This design comes from an exercise in tuning for small area on the open sky130 flow, not from production work.
In this exercise RTL edits were held to simulation tests only and were not proved equivalent to the original.
Power and IR drop assume default switching activity.

==> flow/design.v <==
module graphene_core (
    input  wire        clk,
    input  wire        rst,           
    input  wire        rx_valid,
    input  wire [7:0]  rx_data,
    output wire        rx_ready,
    output wire        tx_valid,
    output wire [7:0]  tx_data,
    input  wire        tx_ready,
    output wire        dir,           
    input  wire        sense_in,
    output reg         sense_out,
    output wire        dev_reset,
    output wire        ev_valid,
    output wire [1:0]  ev_kind,       
    output wire [7:0]  ev_time,
    output wire [7:0]  ev_channel,
    output wire [7:0]  ev_id,
    output wire [7:0]  ev_value,
    input  wire        ev_ready,
    input  wire        ans_handled,
    input  wire        ans_reply,
    input  wire [2:0]  ans_len,
    input  wire [31:0] ans_data
);
    localparam [3:0] S_IDLE  = 4'b0000,
                     S_DEST  = 4'b0001,
                     S_LEN   = 4'b0010,
                     S_CMD   = 4'b0011,
                     S_B0    = 4'b0100,
                     S_BN    = 4'b1000,    
                     S_EXEC  = 4'b1001,
                     S_EVT   = 4'b1010,
                     S_RSTP  = 4'b1011,    
                     S_THDR  = 4'b1100,    
                     S_TLS   = 4'b1101,    
                     S_TBODY = 4'b1110,
                     S_TCS   = 4'b1111;
    localparam [1:0] G_ERR = 2'd0, G_F = 2'd1, G_1 = 2'd2, G_7 = 2'd3;
    function [7:0] add8;
        input [7:0] a;
        input [7:0] b;
        input       ci;
        integer k;
        reg c;
        begin
            c = ci;
            for (k = 0; k < 8; k = k + 1) begin
                add8[k] = a[k] ^ b[k] ^ c;
                c = (a[k] & b[k]) | (c & (a[k] ^ b[k]));
            end
        end
    endfunction
    function [7:0] inc8;
        input [7:0] a;
        input       ci;
        integer k;
        reg c;
        begin
            c = ci;
            for (k = 0; k < 8; k = k + 1) begin
                inc8[k] = a[k] ^ c;
                c = c & a[k];
            end
        end
    endfunction
    function [4:0] dec5;
        input [4:0] a;
        integer k;
        reg b;
        begin
            b = 1'b1;
            for (k = 0; k < 5; k = k + 1) begin
                dec5[k] = a[k] ^ b;
                b = b & !a[k];
            end
        end
    endfunction
    reg [3:0]  state;
    reg        mark;       
    reg [7:0]  id;
    reg [7:0]  cntr;
    reg [7:0]  sum;
    reg        bcast;
    reg [4:0]  cnt;        
    reg [1:0]  grp;
    reg [2:0]  lo;
    reg [31:0] buf_q;      
    wire in_b    = (state[3:2] == 2'b01);
    wire cnt2    = (cnt == 5'd2);
    wire fill    = in_b && cnt2;                      
    wire rx_st   = !state[3] || (state == S_BN);
    assign rx_ready = rx_st && !fill;
    wire pop     = rx_valid && rx_ready;
    wire is_sync = (rx_data == 8'hE0);
    wire is_mark = !mark && (rx_data == 8'hD0);
    wire dec     = pop && (state != S_IDLE) && !is_sync && !is_mark;
    wire [7:0] dec_val = inc8(rx_data, mark);
    wire [7:0] body0 = buf_q[7:0];
    wire in_tx = (state[3:2] == 2'b11);
    wire [7:0] status = (grp == G_ERR) ? {5'd0, lo} : 8'h01;
    reg [7:0] rom;
    always @(*) begin
        rom = 8'h01;
        case (grp)
        G_1: case (lo)
             3'd0: rom = (cnt == 5'd4) ? 8'h41 : (cnt == 5'd3) ? 8'h42 : 8'h01;
             3'd1: rom = (cnt == 5'd3) ? 8'h13 : 8'h01;
             3'd2: rom = (cnt == 5'd3) ? 8'h30 : 8'h01;
             3'd3: rom = (cnt == 5'd3) ? 8'h10 : 8'h01;
             default: case (cnt)
                 5'd12, 5'd11: rom = 8'h01;
                 5'd9:         rom = 8'h4F;
                 5'd8:         rom = 8'h6C;
                 5'd7:         rom = 8'h04;
                 default:      rom = 8'h00;
             endcase
             endcase
        G_7: case (lo)
             3'd1: rom = (cnt == 5'd3) ? {7'd0, sense_in} : 8'h01;
             3'd3: rom = (cnt == 5'd3) ? cntr : 8'h01;
             3'd6, 3'd7: rom = buf_q[7:0];
             default: rom = 8'h01;
             endcase
        default: rom = 8'h01;
        endcase
    end
    reg [7:0] tx_byte;
    always @(*) begin
        case (state[1:0])
        2'b00:   tx_byte = mark ? 8'h00 : 8'hE0;
        2'b01:   tx_byte = mark ? status : {3'd0, cnt};
        2'b10:   tx_byte = rom;
        default: tx_byte = sum;
        endcase
    end
    wire tx_stuff = state[1] && (tx_byte == 8'hE0 || tx_byte == 8'hD0);
    assign tx_valid = in_tx;
    assign dir      = in_tx;
    assign tx_data  = !tx_stuff ? tx_byte :
                      mark      ? {3'b110, tx_byte[5], 4'hF} : 8'hD0;
    wire tx_fire = in_tx && tx_ready;
    wire tx_adv  = tx_fire && (mark || !tx_stuff);     
    assign ev_valid   = (state == S_EVT);
    assign ev_kind    = lo[1:0];
    assign ev_time    = buf_q[7:0];
    assign ev_channel = buf_q[15:8];
    assign ev_id      = buf_q[23:16];
    assign ev_value   = buf_q[31:24];
    wire ev_fire = ev_valid && ev_ready;
    assign dev_reset = (state == S_RSTP);
    wire [3:0] hi = dec_val[7:4];
    wire [1:0] cgrp = (hi == 4'hF && dec_val[3:1] == 3'd0) ? G_F :
                      (hi == 4'h1 && !dec_val[3] && (!dec_val[2] || dec_val[1:0] == 2'd0)) ? G_1 :
                      (hi == 4'h7 && !dec_val[3]) ? G_7 : G_ERR;
    wire len_ovf  = dec_val[7] || dec_val[6] || (dec_val[5] && dec_val[4:0] != 5'd0);
    wire len_none = (dec_val[7:1] == 7'd0);
    reg [4:0] mlen;
    always @(*) begin
        case (grp)
        G_1:     mlen = (lo == 3'd0) ? 5'd5 : (lo == 3'd4) ? 5'd12 : 5'd4;
        G_F:     mlen = 5'd3;
        G_7:     mlen = (lo == 3'd0) ? 5'd3 : 5'd4;
        default: mlen = 5'd2;
        endcase
    end
    wire sh = (in_b && (fill || dec)) || (state == S_TBODY && tx_adv);
    wire hd = !ev_fire && !sh;
    wire [31:0] buf_sh = {fill ? 8'h00 : dec_val, buf_q[31:8]};
    always @(posedge clk)
        buf_q <= ({32{hd}} & buf_q) | ({32{sh}} & buf_sh) | ({32{ev_fire}} & ans_data);
    wire sum_clr = (pop && is_sync) || (state == S_THDR);
    wire tx_add  = (state == S_TLS && tx_fire) || (state == S_TBODY && tx_adv);
    wire [7:0] addend = ({8{dec}} & rx_data) | ({8{tx_add}} & tx_byte);
    always @(posedge clk)
        sum <= {8{!sum_clr}} & add8(sum, addend, dec && mark);
    wire exec    = (state == S_EXEC);
    wire tcs_end = (state == S_TCS) && tx_adv;
    wire c_inc   = exec && grp == G_7 && lo == 3'd2;
    wire c_clr   = rst || (tcs_end && grp == G_7 && lo == 3'd3);
    always @(posedge clk)
        cntr <= {8{!c_clr}} & inc8(cntr, c_inc);
    wire id_set  = rst || (state == S_RSTP);
    wire id_asg  = exec && grp == G_F && lo[0] && sense_in && id == 8'hFF;
    always @(posedge clk) begin
        id        <= {8{id_set}} | ({8{id_asg}} & body0) | ({8{!id_asg}} & id);
        sense_out <= id_set || (sense_out && !(tcs_end && grp == G_F));
    end
    always @(posedge clk) begin
        if (rst) begin
            state <= S_IDLE;
            mark  <= 1'b0;
        end else begin
            if (fill)
                state <= state + 4'd1;
            if (pop) begin
                if (is_sync) begin
                    state <= S_DEST;
                    mark  <= 1'b0;
                end else if (state != S_IDLE) begin
                    if (is_mark) begin
                        mark <= 1'b1;
                    end else begin
                        mark <= 1'b0;
                        case (state)
                        S_DEST: begin
                            bcast <= (dec_val == 8'hFF);
                            if (dec_val == 8'h00 || (dec_val != 8'hFF && dec_val != id))
                                state <= S_IDLE;
                            else
                                state <= S_LEN;
                        end
                        S_LEN: begin
                            cnt <= len_none ? 5'd2 : dec_val[4:0];
                            if (len_ovf) begin
                                cnt <= 5'd2;
                                grp <= G_ERR;
                                lo  <= 3'd4;
                                state <= bcast ? S_IDLE : S_THDR;
                            end else begin
                                state <= S_CMD;
                            end
                        end
                        S_CMD: begin
                            grp   <= cgrp;
                            lo    <= (cgrp == G_ERR) ? 3'd2 : dec_val[2:0];
                            state <= S_B0;
                        end
                        default: begin  
                            if (!cnt2) begin
                                cnt <= dec5(cnt);
                                if (in_b) state <= state + 4'd1;
                            end else if (dec_val != sum) begin
                                grp   <= G_ERR;
                                lo    <= 3'd3;
                                state <= S_THDR;
                            end else begin
                                state <= S_EXEC;
                            end
                        end
                        endcase
                    end
                end
            end
            case (state)
            S_EXEC: begin
                cnt   <= mlen;
                state <= S_THDR;
                case (grp)
                G_F: begin
                    if (!lo[0])
                        state <= (body0 == 8'hD9) ? S_RSTP : S_IDLE;
                    else if (!(sense_in && id == 8'hFF))
                        state <= S_IDLE;
                end
                G_7: begin
                    if (lo[2]) state <= S_EVT;
                    if (lo == 3'd2) state <= S_IDLE;
                end
                G_ERR: if (bcast) state <= S_IDLE;
                default: ;
                endcase
            end
            S_RSTP: state <= S_IDLE;
            S_EVT: begin
                if (ev_ready) begin
                    cnt   <= {2'd0, ans_len} + 5'd2;
                    state <= S_IDLE;
                    if (lo[1]) begin
                        if (!ans_handled) begin
                            grp <= G_ERR;
                            lo  <= 3'd2;
                            cnt <= 5'd2;
                            if (!bcast) state <= S_THDR;
                        end else if (ans_reply) begin
                            state <= S_THDR;
                        end
                    end
                end
            end
            S_THDR, S_TLS: begin
                if (tx_fire) begin
                    mark <= !mark;
                    if (mark) state <= state[0] ? (cnt2 ? S_TCS : S_TBODY) : S_TLS;
                end
            end
            S_TBODY, S_TCS: begin
                if (tx_fire) begin
                    mark <= tx_stuff && !mark;
                    if (tx_adv) begin
                        if (!state[0]) begin
                            cnt <= dec5(cnt);
                            if (cnt == 5'd3) state <= S_TCS;
                        end else begin
                            state <= S_IDLE;
                        end
                    end
                end
            end
            default: ;
            endcase
        end
    end
endmodule
==> flow/run.sh <==
#!/bin/bash
# synth_recipe.tcl (not shown) runs the flow's synth.tcl, then flattens the netlist and writes it again
# the make line also repeats each setting of config.mk as NAME=value (left out here)
make -C /OpenROAD-flow-scripts/flow DESIGN_CONFIG=/design/flow/config.mk WORK_HOME=/design/flow/orfs CLKGATE_MAP_FILE= SYNTH_SCRIPT=/design/flow/synth_recipe.tcl finish
==> flow/config.mk <==
export PLATFORM = sky130hd
export DESIGN_NAME = graphene_core
export DESIGN_NICKNAME = graphene_core
export VERILOG_FILES = /design/flow/design.v
export SDC_FILE = /design/flow/constraint.sdc
export NUM_CORES = 4
export LEC_CHECK = 0
export CAP_MARGIN = 20
export CORE_MARGIN = 2
export CORE_UTILIZATION = 40
export SLEW_MARGIN = 20
==> flow/constraint.sdc <==
create_clock -name core_clock -period 8.0 [get_ports {clk}]
set_input_delay 1.6000 -clock core_clock [delete_from_list [all_inputs] [get_ports {clk}]]
set_output_delay 1.6000 -clock core_clock [all_outputs]
set_load 0.01 [all_outputs]
==> run_results.csv <==
group,metric,value,unit
synth,synthTopCellsByArea,"dfxtp_1 (22%), nand2_1 (6.5%), edfxtp_1 (5.9%)",
synth,synthAdderAreaFrac,8.39,%
timing,worst_clock_skew,11.7,ps
route,wirelength,21600,um
critical_path,critPathMaxStageDelay,430,ps
synth,synth_top_family_by_area,"compound AO/OA/AOI/OAI gates",
global_route,globalRouteOverflowTotal,0,
die,rows,43,
critical_path,critPathCaptureType,"flip-flop",
route,drt_iter0_drc,605,
status,run_status,"timing/DRC/antenna clean",
timing,maxSlewHeadroom,45.7,%
synth,netlist_instances,721,
final_layout,final_area,6980,um^2
route,ant_nets,0,
critical_path,required,8240,ps
synth,synth_compound_area_share,28.6,%
clock_tree,post_cts_buffers,0,
die,dieHeight,123,um
critical_path,rr_worst_depth,22,
clock_tree,clockBufferDepth,2,
die,die_x,123,um
placed_design,dp_hpwl,16000,um
die,dieArea,15100,um^2
synth,synth-simple-area-share,24.7,%
placed_design,placement.io_buffers,98,
final_layout,drive_gt1_share,5.34,%
critical_path,startpoint_type,"primary input",
route,routedWlPerCell,22.3,um
clock_tree,cts_resized,0,
timing,worst-slew-pin-transition,812,ps
die,core,13800,um^2
synth,synth-main-ff-cell,"dfxtp_1",
timing,setup_violations,0,
critical_path,cp_top_family,"adder cells",
clock_tree,holdBufCountCts,0,
synth,yosys_warnings,1,
die,ios,99,
final_layout,area_growth,23.8,%
critical_path,critPathSlowestCell,"clkdlybuf4s50_1",
final_layout,final_cells,967,
synth,synthMuxAreaShare,0.777,%
clock_tree,htreeDepth,3,
pwr,power_density,163,nW/um^2
clock_tree,clk_pin_slew_worst_paths,70,ps
global_route,antenna_found_initial,0,
timing,finalCriticalPeriod,6880,ps
timing,fmax,145,MHz
synth,synthDominantCellAreaShare,22.0,%
synth,seq_area_frac_synth,27.9,%
critical_path,crit_cells,21,
critical_path,crit_buf_inv,4,
global_route,grt_pass1_vias,5796,
timing,slew_violations,0,
clock_tree,clk_latency,350,ps
pwr,p_leak,2.57,nW
critical_path,cp_max_fo,9,
timing,grt_setup_unrepaired,"false",
placed_design,globalplace.congestion,0.979,
clock_tree,numCtsBuffers,9,
hold_path,hold_depth,2,
critical_path,crit_top_cell,"fa_1",
pwr,irDropWorstVdd,0.0899,mV
synth,synth_area_per_cell,7.82,um^2
critical_path,cp_data_arrival_time,7120,ps
timing,final_hold_viol_count,0,
synth,synth_xor_area_share,3.26,%
final_layout,layout_common_cells,"clkdlybuf4s50_1 (98), nand2_1 (97), o21ai_0 (64)",
route,drc,0,
route,drt-vias-per-instance,6.28,
timing,worst_hold_slack,476,ps
final_layout,layout.nets,865,
placed_design,dp.cells,951,
timing,setup-tns-final,0,ps
hold_path,hold_class,"reg -> reg",
clock_tree,clock_sinks,73,
synth,synth_edf_count,11,
synth,syn-num-nets,804,
synth,synth_seq_cells,73,
final_layout,fin_util,50.5,%
critical_path,critPathKind,"in -> reg",
critical_path,path_cells,"clkdlybuf4s50_1 > and3b_1 > o311ai_1 > o211ai_1 > nor4bb_2 > buf_4 > a31oi_2 > a22o_1 > fa_1 > fa_1 > fa_1 > fa_1 > fa_1 > inv_1 > fa_1 > inv_1 > fa_1 > xnor2_1 > a2111oi_0 > a31oi_1 > nand3_1",
global_route,grt_pass1_wl,32900,um
global_route,track_usage,28.8,%
synth,yosys.area.top_type,"dfxtp_1",
die,initial_core_util,40.8,%
synth,synth_cell_types,79,
synth,synthArstFlopShare,0,%
final_layout,final_common_cell,"clkdlybuf4s50_1",
global_route,grt_max_degree,57,
final_layout,antenna_cells,0,
route,dr.pass1.iters,5,
clock_tree,clockRootBuffer,"clkbuf_16",
synth,netlist_area,5640,um^2
route,vias,6076,
placed_design,dpl-instance-area,6670,um^2
clock_tree,cts_tree,"built",
flow_run,max_cap_violations,0,
timing,finalCritPeriodShare,86.0,%
[registers in the layout (all words and copies together) (netlist names)]
signal     flops
lo             3
grp            2
mark           1
sum            8
bcast          1
cnt            5
sense_out      1
cntr           8
buf_q         32
id             8
state          4
[cells in the mapped netlist, types with 14 or more instances]
cell type,instances
a21oi_1,28
ha_1,25
dfxtp_1,62
inv_1,25
clkbuf_1,41
a32oi_1,14
nand2_1,98
xor2_1,16
o21ai_0,64
nor2_1,54
nor3_1,16
nand3_1,17
a22oi_1,26
[logic make-up after synthesis]
group | after synthesis
AOI/OAI and AO/OA | 230
DFF | 73
buffers and inverters | 83
and+or+nand+nor | 276
muxes | 4
xor gates and xnor gates | 21
adders and majority gates | 34
[final cells by class]
| type | count | area [um^2] |
|---|---|---|
| clock inverters | 5 | 42.5 |
| multi-input cells | 565 | 3730 |
| fillers | 1330 | 6850 |
| inverters | 26 | 97.6 |
| clock buffers | 11 | 264 |
| repair buffers | 107 | 1050 |
| well taps | 180 | 225 |
| flip-flops and latches | 73 | 1570 |
[final timing paths]
check / from / to / slack, ps
setup / recovery: sense_in / sum[7] / 1120
hold / removal: sense_out / sense_out / 480
setup reg to reg: cnt[0] / sum[7] / 1260
hold reg to reg: sense_out / sense_out / 480
[routing by layer]
metal	up-vias	global-route usage, %	share of wire (%)
met5	-	0	0
li1	2801	-	-
met4	0	10.3	2.4
met3	36	5.39	8.7
met1	2916	38.0	43
met2	323	46.8	46
[worst register-to-register path: stages, from the launching register on]
cell	delay (ps)
edfxtp_1	510
ha_1	250
nor4b_4	650
a32oi_1	220
o311ai_1	440
o211ai_1	180
nor4bb_2	320
buf_4	240
a31oi_2	230
a22o_1	290
fa_1	410
fa_1	400
fa_1	420
fa_1	400
fa_1	360
inv_1	80
fa_1	160
inv_1	50
fa_1	370
xnor2_1	300
a2111oi_0	110
a31oi_1	160
nand3_1	80
[power by group]
part / switching, mW / internal (mW) / total, mW / leakage, nW
logic: 0.108 / 0.120 / 0.228 / 1.82
registers: 0.0673 / 0.417 / 0.484 / 0.610
clock network: 0.184 / 0.242 / 0.426 / 0.148
[stage by stage]
stage | setup slack (ps) | total power [mW]
global route | 828 | 1.19
finish | 1120 | 1.14
CTS | 1170 | 1.14
global placement | 946 | 0.712
detailed placement | 839 | 0.714
floorplan | 1760 | 0.596

## afterwards: timing with drivers on the ports
No port has a modelled driver above. Below, the same layout with a new extraction and two added sets of constraints.
Step 1 sets driving cells, clkbuf_16 on the clock port and buf_2 on the other inputs (assumed; they add their load-dependent delay and slew).
Step 2 moves the port delays by t, midway between the first and last clock arrival at a register: inputs arrive t later, outputs are due t later. That takes back most of the time a late clock gives input paths.
Slacks: ideal / step 1 / step 2; pairs: ideal / step 1.
t (ns): 0.389
setup WS [ns]: 1.122 / 1.143 / 0.754
worst setup path after step 2: input to register
latest minus earliest clock arrival (ns): 0.012 / 0.012
slew at the worst register clock pin (ns): 0.07 / 0.07
After both steps this run still meets setup and hold. For this run, drivers alone change the setup slack by +0.021 ns; drivers and shift together by -0.368 ns.
